This design comes from an exercise in tuning for small area on the open sky130 flow, not from production work.
Where RTL was checked, it was by simulation tests only, not by an equivalence proof against the original.
Power figures rest on the tool's default switching activity, not on a simulated workload.

==> inputs of v23 <==
// keysynth
module keysynth (
    input  wire        clk,
    input  wire        rst,         
    input  wire        req_valid,
    input  wire [31:0] req,
    output reg         resp_valid,
    output wire [15:0] resp,
    output wire [3:0]  coldrv,
    output wire [11:0] dacout
);
clock: 22.0 ns
lec_check: 0
abc_area: 1
cap_margin: 20
core_margin: 2
core_utilization: 50
cts_buf_list: sky130_fd_sc_hd__clkbuf_4
slew_margin: 20
synth_memory_max_bits: 65536
standard.sh (not shown) runs the stock make flow with config.mk's settings and CLKGATE_MAP_FILE= SYNTH_SCRIPT=/design/flow/synth_recipe.tcl, a recipe that flattens the netlist after the stock synthesis.
==> flow/flow/run.sh <==
#!/bin/bash
# Layout flow: the standard flow (standard.sh) with two changes:
#  - synthesis maps the combinational logic with an area-oriented abc
#    script (flow/area.abc) instead of ORFS's abc_area.script; everything
#    else in synthesis (registers, flattening, renaming) is the standard flow's;
#  - port buffers use sky130_fd_sc_hd__buf_1.
set -euo pipefail
here=$(pwd)
{
  head -n 1 synth_recipe.tcl
  cat <<EOF
proc abc {args} {
  set out {}
  set i 0
  while {\$i < [llength \$args]} {
    set a [lindex \$args \$i]
    if {\$a eq "-script"} {
      lappend out -script $here/flow/area.abc
      incr i 2
      continue
    }
    lappend out \$a
    incr i
  }
  yosys abc {*}\$out
}
EOF
  tail -n +2 synth_recipe.tcl
} > my_synth.tcl
sed "s#SYNTH_SCRIPT=[^ ]*#SYNTH_SCRIPT=$here/my_synth.tcl#" standard.sh > my_standard.sh
bash my_standard.sh "BUFFER_PORTS_ARGS=-buffer_cell sky130_fd_sc_hd__buf_1" finish > flow_make.log 2>&1
==> flow/flow/area.abc <==
strash
&get -n
&deepsyn -T 60
&put
dch -f
map -a
topo
==> inputs of v36, as changes to v23 <==
--- a/flow/design.v
+++ b/flow/design.v
@@ -253,11 +253,11 @@
             8'd246: q = 15'd32757;
             8'd247: q = 15'd32761;
             8'd248: q = 15'd32764;
             8'd249: q = 15'd32766;
             8'd250: q = 15'd32767;
-            default: q = 15'd0;
+            default: q = 15'd32767;    
         endcase
     end
 endmodule
 module keysynth (
     input  wire        clk,
@@ -291,20 +291,20 @@
     reg       dirty_p;       
     reg [2:0] kb;            
     reg [1:0] ks;            
     reg       dirty_k;       
     wire c13_last = (c13 == 4'd12);
-    wire kp_last  = (kb == 3'd5) && (ks == 2'd3);
+    wire kp_last  = (kb == 3'd4) && (ks == 2'd3);
     always @(posedge clk) begin
         if (rst) begin
             c13 <= 4'd0; dirty_p <= 1'b1;
             kb <= 3'd0; ks <= 2'd0; dirty_k <= 1'b1;
         end else begin
             c13 <= c13_last ? 4'd0 : c13 + 4'd1;
             if (c13_last) dirty_p <= 1'b0;
-            kb <= (kb == 3'd5) ? 3'd0 : kb + 3'd1;
-            if (kb == 3'd5) ks <= ks + 2'd1;
+            kb <= (kb == 3'd4) ? 3'd0 : kb + 3'd1;
+            if (kb == 3'd4) ks <= ks + 2'd1;
             if (kp_last) dirty_k <= 1'b0;
         end
     end
     localparam [3:0] S_IDLE  = 4'd0,
                      S_SCANW = 4'd1, S_SCANR = 4'd2,
@@ -321,41 +321,50 @@
     reg [3:0] rq;            
     reg       hz0;           
     reg [2:0] r5;            
     reg [7:0] r250;          
     reg [1:0] uq;            
-    reg       found, prel;
-    reg [3:0] pkey;
-    reg [23:0] kr0, kr1, kr2, kr3;
-    wire [23:0] kr [0:3];
+    wire       found = r250[5];
+    wire       prel  = r250[4];
+    wire [3:0] pkey  = r250[3:0];
+    reg [19:0] kr0, kr1, kr2, kr3;
+    wire [19:0] kr [0:3];
     assign kr[0] = kr0; assign kr[1] = kr1; assign kr[2] = kr2; assign kr[3] = kr3;
     wire scan_run  = (st == S_SCANR);
     wire poll_run  = (st == S_POLLR);
-    wire scan_skip = scan_run && (kb != 3'd4);
-    wire scan_ins  = scan_run && (kb == 3'd4);
-    wire poll_chk  = poll_run && (kb == 3'd5);
+    wire poll_chk  = poll_run && (kb == 3'd4);
     reg  [3:0] ev;
     integer r;
     always @(*) begin
         for (r = 0; r < 4; r = r + 1)
-            ev[r] = kr[r][23] ? (kr[r][4:0] == 5'b00000) : (kr[r][4:0] == 5'b11111);
+            ev[r] = (kr[r][3:1] == 3'b000) && (kr[r][0] != kr[r][19]);
     end
     wire [3:0] evm = found ? 4'b0000 : ev;
     wire [3:0] evsel = evm & ~{evm[2:0] | {evm[1:0], 1'b0} | {evm[0], 2'b00}, 1'b0};
     wire [1:0] evrow = evm[0] ? 2'd0 : evm[1] ? 2'd1 : evm[2] ? 2'd2 : 2'd3;
-    function kw(input [23:0] x, input rowbit, input sel);
-        if (dirty_k)        kw = 1'b0;
-        else if (scan_skip) kw = x[22];
-        else if (scan_ins)  kw = rowbit;
-        else if (poll_chk && sel) kw = ~x[23];
-        else                kw = x[23];
+    wire k0 = scan_run && (kb == 3'd0);
+    wire k1 = scan_run && (kb == 3'd1);
+    wire k2 = scan_run && (kb == 3'd2);
+    wire k3 = scan_run && (kb == 3'd3);
+    function kw(input [19:0] x, input b, input sel);
+        reg h0;
+        begin
+            h0 = k0 ? x[16] : k1 ? x[17] : x[18];
+            if (dirty_k)  kw = 1'b0;
+            else if (k0)  kw = ~(b ^ h0) & (x[19] ^ x[17]);                  
+            else if (k1)  kw = ~(b ^ h0) & (x[19] ^ (x[18] & ~x[0]));        
+            else if (k2)  kw = ~(~(b ^ h0) & ~(x[19] & (x[0] | x[1])));      
+            else if (k3)  kw = b;                                            
+            else if (poll_chk && sel) kw = ~x[19];
+            else kw = x[19];
+        end
     endfunction
     always @(posedge clk) begin
-        kr0 <= {kr0[22:0], kw(kr0, rq[0], evsel[0])};
-        kr1 <= {kr1[22:0], kw(kr1, rq[1], evsel[1])};
-        kr2 <= {kr2[22:0], kw(kr2, rq[2], evsel[2])};
-        kr3 <= {kr3[22:0], kw(kr3, rq[3], evsel[3])};
+        kr0 <= {kr0[18:0], kw(kr0, rq[0], evsel[0])};
+        kr1 <= {kr1[18:0], kw(kr1, rq[1], evsel[1])};
+        kr2 <= {kr2[18:0], kw(kr2, rq[2], evsel[2])};
+        kr3 <= {kr3[18:0], kw(kr3, rq[3], evsel[3])};
     end
     reg [12:0] pl0, ph0, sl0, sh0, pl1, ph1, sl1, sh1;
     wire t_low  = (st == S_TLOW);
     wire t_high = (st == S_THIGH);
     wire f_wr   = (st == S_FWR);
@@ -464,16 +473,16 @@
         else if (sh_go)
             dac <= {dac[11], dac[11:1]};
     end
     assign dacout = {~dac[11], dac[10:0]};
     assign coldrv = 4'b0001 << col;
-    wire scan_go = (kb == 3'd5) && (ks + 2'd1 == col) && (!dirty_k || kp_last);
+    wire scan_go = (kb == 3'd4) && (ks + 2'd1 == col);
     reg  done;
     always @(*) begin
         done = 1'b0;
         case (st)
-            S_SCANR:  done = (kb == 3'd4);
+            S_SCANR:  done = (kb == 3'd3);
             S_POLLR:  done = kp_last;
             S_TSHIFT: done = !sh_go;
             S_FWR:    done = c13_last;
             default:  done = 1'b0;
         endcase
@@ -484,11 +493,10 @@
             sq <= 4'd0;
             resp_valid <= 1'b0;
             is_tick <= 1'b0; is_scan <= 1'b0; is_poll <= 1'b0; is_ill <= 1'b0;
             col <= 2'd0;
             volshift <= 4'd5;
-            found <= 1'b0;
         end else begin
             resp_valid <= done || n_vol || n_ill;
             if (req_valid) begin
                 is_tick <= n_tick; is_scan <= n_scan; is_poll <= n_poll; is_ill <= n_ill;
             end
@@ -496,11 +504,11 @@
             if (n_scan || n_freq) rq <= req[3:0];
             if (n_scan) begin
                 st <= scan_go ? S_SCANR : S_SCANW;
             end
             if (n_poll) begin
-                found <= 1'b0;
+                r250[5] <= 1'b0;
                 st <= kp_last ? S_POLLR : S_POLLW;
             end
             if (n_tick) st <= c13_last ? S_TLOW : S_TICKW;
             if (n_freq) begin
                 fch  <= req[16];
@@ -510,17 +518,15 @@
                 sq   <= 4'd0;
                 st   <= S_FDIV;
             end
             case (st)
                 S_SCANW: if (scan_go) st <= S_SCANR;
-                S_SCANR: if (kb == 3'd4) begin col <= col + 2'd1; st <= S_IDLE; end
+                S_SCANR: if (kb == 3'd3) begin col <= col + 2'd1; st <= S_IDLE; end
                 S_POLLW: if (kp_last) st <= S_POLLR;
                 S_POLLR: begin
                     if (poll_chk && !found && ev != 4'd0) begin
-                        found <= 1'b1;
-                        pkey  <= {ks, evrow};
-                        prel  <= kr[evrow][23];
+                        r250[5:0] <= {1'b1, kr[evrow][19], ks, evrow};
                     end
                     if (kp_last) st <= S_IDLE;
                 end
                 S_TICKW: if (c13_last) st <= S_TLOW;
                 S_TLOW:  if (c13_last) st <= S_THIGH;
==> flow/flow/run.sh (replaced) <==
#!/bin/bash
# Layout flow: the standard flow (standard.sh) with these changes:
#  - synthesis maps the combinational logic with an area-oriented abc
#    script (flow/area.abc) instead of ORFS's abc_area.script, and without
#    ORFS's adder extraction (ADDER_MAP_FILE empty); everything else in
#    synthesis (registers, flattening, renaming) is the standard flow's;
#  - port buffers and pass-through buffers use sky130_fd_sc_hd__buf_1;
#  - clock tree: clkbuf_8 buffers, sink clusters of up to 16 flip-flops
#    within 50 um, no dummy loads.
set -euo pipefail
here=$(pwd)
{
  head -n 1 synth_recipe.tcl
  cat <<EOF
proc abc {args} {
  set out {}
  set i 0
  while {\$i < [llength \$args]} {
    set a [lindex \$args \$i]
    if {\$a eq "-script"} {
      lappend out -script $here/flow/area.abc
      incr i 2
      continue
    }
    lappend out \$a
    incr i
  }
  yosys abc {*}\$out
}
EOF
  tail -n +2 synth_recipe.tcl
} > my_synth.tcl
sed "s#SYNTH_SCRIPT=[^ ]*#SYNTH_SCRIPT=$here/my_synth.tcl#" standard.sh > my_standard.sh
bash my_standard.sh "BUFFER_PORTS_ARGS=-buffer_cell sky130_fd_sc_hd__buf_1" ADDER_MAP_FILE= "MIN_BUF_CELL_AND_PORTS=sky130_fd_sc_hd__buf_1 A X" "CTS_ARGS=-sink_clustering_enable -repair_clock_nets -buf_list sky130_fd_sc_hd__clkbuf_8 -sink_clustering_size 16 -sink_clustering_max_diameter 50 -dont_use_dummy_load" finish > flow_make.log 2>&1
==> flow/flow/area.abc (replaced) <==
strash
dc2
dc2
&get -n
&deepsyn -T 120
&put
dch -f
amap
topo
==> inputs of v29, as changes to v23 <==
--- a/flow/design.v
+++ b/flow/design.v
@@ -253,11 +253,11 @@
             8'd246: q = 15'd32757;
             8'd247: q = 15'd32761;
             8'd248: q = 15'd32764;
             8'd249: q = 15'd32766;
             8'd250: q = 15'd32767;
-            default: q = 15'd0;
+            default: q = 15'd32767;    
         endcase
     end
 endmodule
 module keysynth (
     input  wire        clk,
@@ -291,20 +291,20 @@
     reg       dirty_p;       
     reg [2:0] kb;            
     reg [1:0] ks;            
     reg       dirty_k;       
     wire c13_last = (c13 == 4'd12);
-    wire kp_last  = (kb == 3'd5) && (ks == 2'd3);
+    wire kp_last  = (kb == 3'd4) && (ks == 2'd3);
     always @(posedge clk) begin
         if (rst) begin
             c13 <= 4'd0; dirty_p <= 1'b1;
             kb <= 3'd0; ks <= 2'd0; dirty_k <= 1'b1;
         end else begin
             c13 <= c13_last ? 4'd0 : c13 + 4'd1;
             if (c13_last) dirty_p <= 1'b0;
-            kb <= (kb == 3'd5) ? 3'd0 : kb + 3'd1;
-            if (kb == 3'd5) ks <= ks + 2'd1;
+            kb <= (kb == 3'd4) ? 3'd0 : kb + 3'd1;
+            if (kb == 3'd4) ks <= ks + 2'd1;
             if (kp_last) dirty_k <= 1'b0;
         end
     end
     localparam [3:0] S_IDLE  = 4'd0,
                      S_SCANW = 4'd1, S_SCANR = 4'd2,
@@ -323,39 +323,47 @@
     reg [2:0] r5;            
     reg [7:0] r250;          
     reg [1:0] uq;            
     reg       found, prel;
     reg [3:0] pkey;
-    reg [23:0] kr0, kr1, kr2, kr3;
-    wire [23:0] kr [0:3];
+    reg [19:0] kr0, kr1, kr2, kr3;
+    wire [19:0] kr [0:3];
     assign kr[0] = kr0; assign kr[1] = kr1; assign kr[2] = kr2; assign kr[3] = kr3;
     wire scan_run  = (st == S_SCANR);
     wire poll_run  = (st == S_POLLR);
-    wire scan_skip = scan_run && (kb != 3'd4);
-    wire scan_ins  = scan_run && (kb == 3'd4);
-    wire poll_chk  = poll_run && (kb == 3'd5);
+    wire poll_chk  = poll_run && (kb == 3'd4);
     reg  [3:0] ev;
     integer r;
     always @(*) begin
         for (r = 0; r < 4; r = r + 1)
-            ev[r] = kr[r][23] ? (kr[r][4:0] == 5'b00000) : (kr[r][4:0] == 5'b11111);
+            ev[r] = (kr[r][3:1] == 3'b000) && (kr[r][0] != kr[r][19]);
     end
     wire [3:0] evm = found ? 4'b0000 : ev;
     wire [3:0] evsel = evm & ~{evm[2:0] | {evm[1:0], 1'b0} | {evm[0], 2'b00}, 1'b0};
     wire [1:0] evrow = evm[0] ? 2'd0 : evm[1] ? 2'd1 : evm[2] ? 2'd2 : 2'd3;
-    function kw(input [23:0] x, input rowbit, input sel);
-        if (dirty_k)        kw = 1'b0;
-        else if (scan_skip) kw = x[22];
-        else if (scan_ins)  kw = rowbit;
-        else if (poll_chk && sel) kw = ~x[23];
-        else                kw = x[23];
+    wire k0 = scan_run && (kb == 3'd0);
+    wire k1 = scan_run && (kb == 3'd1);
+    wire k2 = scan_run && (kb == 3'd2);
+    wire k3 = scan_run && (kb == 3'd3);
+    function kw(input [19:0] x, input b, input sel);
+        reg h0;
+        begin
+            h0 = k0 ? x[16] : k1 ? x[17] : x[18];
+            if (dirty_k)  kw = 1'b0;
+            else if (k0)  kw = ~(b ^ h0) & (x[19] ^ x[17]);                  
+            else if (k1)  kw = ~(b ^ h0) & (x[19] ^ (x[18] & ~x[0]));        
+            else if (k2)  kw = ~(~(b ^ h0) & ~(x[19] & (x[0] | x[1])));      
+            else if (k3)  kw = b;                                            
+            else if (poll_chk && sel) kw = ~x[19];
+            else kw = x[19];
+        end
     endfunction
     always @(posedge clk) begin
-        kr0 <= {kr0[22:0], kw(kr0, rq[0], evsel[0])};
-        kr1 <= {kr1[22:0], kw(kr1, rq[1], evsel[1])};
-        kr2 <= {kr2[22:0], kw(kr2, rq[2], evsel[2])};
-        kr3 <= {kr3[22:0], kw(kr3, rq[3], evsel[3])};
+        kr0 <= {kr0[18:0], kw(kr0, rq[0], evsel[0])};
+        kr1 <= {kr1[18:0], kw(kr1, rq[1], evsel[1])};
+        kr2 <= {kr2[18:0], kw(kr2, rq[2], evsel[2])};
+        kr3 <= {kr3[18:0], kw(kr3, rq[3], evsel[3])};
     end
     reg [12:0] pl0, ph0, sl0, sh0, pl1, ph1, sl1, sh1;
     wire t_low  = (st == S_TLOW);
     wire t_high = (st == S_THIGH);
     wire f_wr   = (st == S_FWR);
@@ -464,16 +472,16 @@
         else if (sh_go)
             dac <= {dac[11], dac[11:1]};
     end
     assign dacout = {~dac[11], dac[10:0]};
     assign coldrv = 4'b0001 << col;
-    wire scan_go = (kb == 3'd5) && (ks + 2'd1 == col) && (!dirty_k || kp_last);
+    wire scan_go = (kb == 3'd4) && (ks + 2'd1 == col);
     reg  done;
     always @(*) begin
         done = 1'b0;
         case (st)
-            S_SCANR:  done = (kb == 3'd4);
+            S_SCANR:  done = (kb == 3'd3);
             S_POLLR:  done = kp_last;
             S_TSHIFT: done = !sh_go;
             S_FWR:    done = c13_last;
             default:  done = 1'b0;
         endcase
@@ -510,17 +518,17 @@
                 sq   <= 4'd0;
                 st   <= S_FDIV;
             end
             case (st)
                 S_SCANW: if (scan_go) st <= S_SCANR;
-                S_SCANR: if (kb == 3'd4) begin col <= col + 2'd1; st <= S_IDLE; end
+                S_SCANR: if (kb == 3'd3) begin col <= col + 2'd1; st <= S_IDLE; end
                 S_POLLW: if (kp_last) st <= S_POLLR;
                 S_POLLR: begin
                     if (poll_chk && !found && ev != 4'd0) begin
                         found <= 1'b1;
                         pkey  <= {ks, evrow};
-                        prel  <= kr[evrow][23];
+                        prel  <= kr[evrow][19];
                     end
                     if (kp_last) st <= S_IDLE;
                 end
                 S_TICKW: if (c13_last) st <= S_TLOW;
                 S_TLOW:  if (c13_last) st <= S_THIGH;
--- a/flow/flow/run.sh
+++ b/flow/flow/run.sh
@@ -26,6 +26,6 @@
 }
 EOF
   tail -n +2 synth_recipe.tcl
 } > my_synth.tcl
 sed "s#SYNTH_SCRIPT=[^ ]*#SYNTH_SCRIPT=$here/my_synth.tcl#" standard.sh > my_standard.sh
-bash my_standard.sh "BUFFER_PORTS_ARGS=-buffer_cell sky130_fd_sc_hd__buf_1" finish > flow_make.log 2>&1
+bash my_standard.sh "BUFFER_PORTS_ARGS=-buffer_cell sky130_fd_sc_hd__buf_1" ADDER_MAP_FILE= "CTS_ARGS=-sink_clustering_enable -repair_clock_nets -buf_list sky130_fd_sc_hd__clkbuf_8 -sink_clustering_size 16 -sink_clustering_max_diameter 50 -dont_use_dummy_load" finish > flow_make.log 2>&1
==> flow/flow/area.abc (replaced) <==
strash
dc2
dc2
&get -n
&deepsyn -T 120
&put
dch -f
amap
topo
==> results.txt <==
- In v29 the via count is smaller than in v23, by 10%.
- Against v23, the non-clock buffer count of v36 is lower by 5.
- Global-route usage: v29 is lower than v23 (3.8 points).
- Register-to-register slack: v36 < v29 < v23.
- Flip-flop and latch count: v23 > v29 > v36.
- The lowest die area belongs to v36, the highest to v23.
- The lowest worst setup slack belongs to v36, the highest to v23.
==> figures <==
Instance count of the mapped netlist: v29 1645; v36 1606; v23 1791
Area taken by multi-input logic gates: v29 6132 um2; v36 5927 um2; v23 6654 um2
NetSw: v29 162.1 uW; v36 160.2 uW; v23 227.5 uW
CTS buffer count: v29 26; v36 23; v23 69
Total half-perimeter wirelength after legalization and detailed placement: v29 34180 um; v36 34100 um; v23 41570 um
Global routing usage on met1: v29 0.4182; v36 0.4585; v23 0.4940
Leakage power figure: v29 0.004673 uW; v36 0.004527 uW; v23 0.005870 uW
Crit. path cell count: v29 59; v36 61; v23 61
Routed length per placed instance: v29 21.75 um; v36 22.47 um; v23 23.48 um
HP Start: v29 pl0[8]; v36 pl1[6]; v23 ph0[3]
Post-route design area: v29 13450 um2; v36 13120 um2; v23 15300 um2
Reg2reg start: v29 c13[0]; v36 st[0]; v23 st[3]
Worst vdd ir: v29 0.06748 mV; v36 0.06851 mV; v23 0.05817 mV
Outcome: v29 complete, no violations; v36 complete, no violations; v23 complete, no violations
Clk_skew: v29 0.1014 ns; v36 0.1057 ns; v23 0.08102 ns
The RTL of v29 was laid out without a check of its function.

==> separate check: timing with driven ports <==
How much do the figures lean on ideal ports? The routed layouts below were timed once more, with nothing changed but the port constraints. Step 1 sets driving cells, clkbuf_16 on the clock port and buf_2 on the other inputs (assumed; they add their load-dependent delay and slew). Step 2, shift: input delay + t, output delay - t, t = (earliest + latest rising clock arrival at the registers) / 2. This alone moves slack from input paths to output paths. Slacks: ideal ports / drivers / drivers and shift; pairs: ideal ports / drivers.
| run | t (ns) | setup WS [ns] | hold WS [ns] | clock arrival spread, ns | worst slew at a driven data input, ns |
|---|---|---|---|---|---|
| v23 | 0.708 | 11.508 / 11.508 / 11.508 | 0.286 / 0.286 / 0.286 | 0.083 / 0.083 | 0.04 |
| v36 | 0.566 | 9.308 / 9.308 / 9.308 | 0.300 / 0.300 / 0.300 | 0.106 / 0.106 | 0.04 |
| v29 | 0.581 | 10.072 / 10.072 / 10.072 | 0.244 / 0.244 / 0.244 | 0.109 / 0.109 | 0.05 |
After both steps every run listed still meets setup and hold.
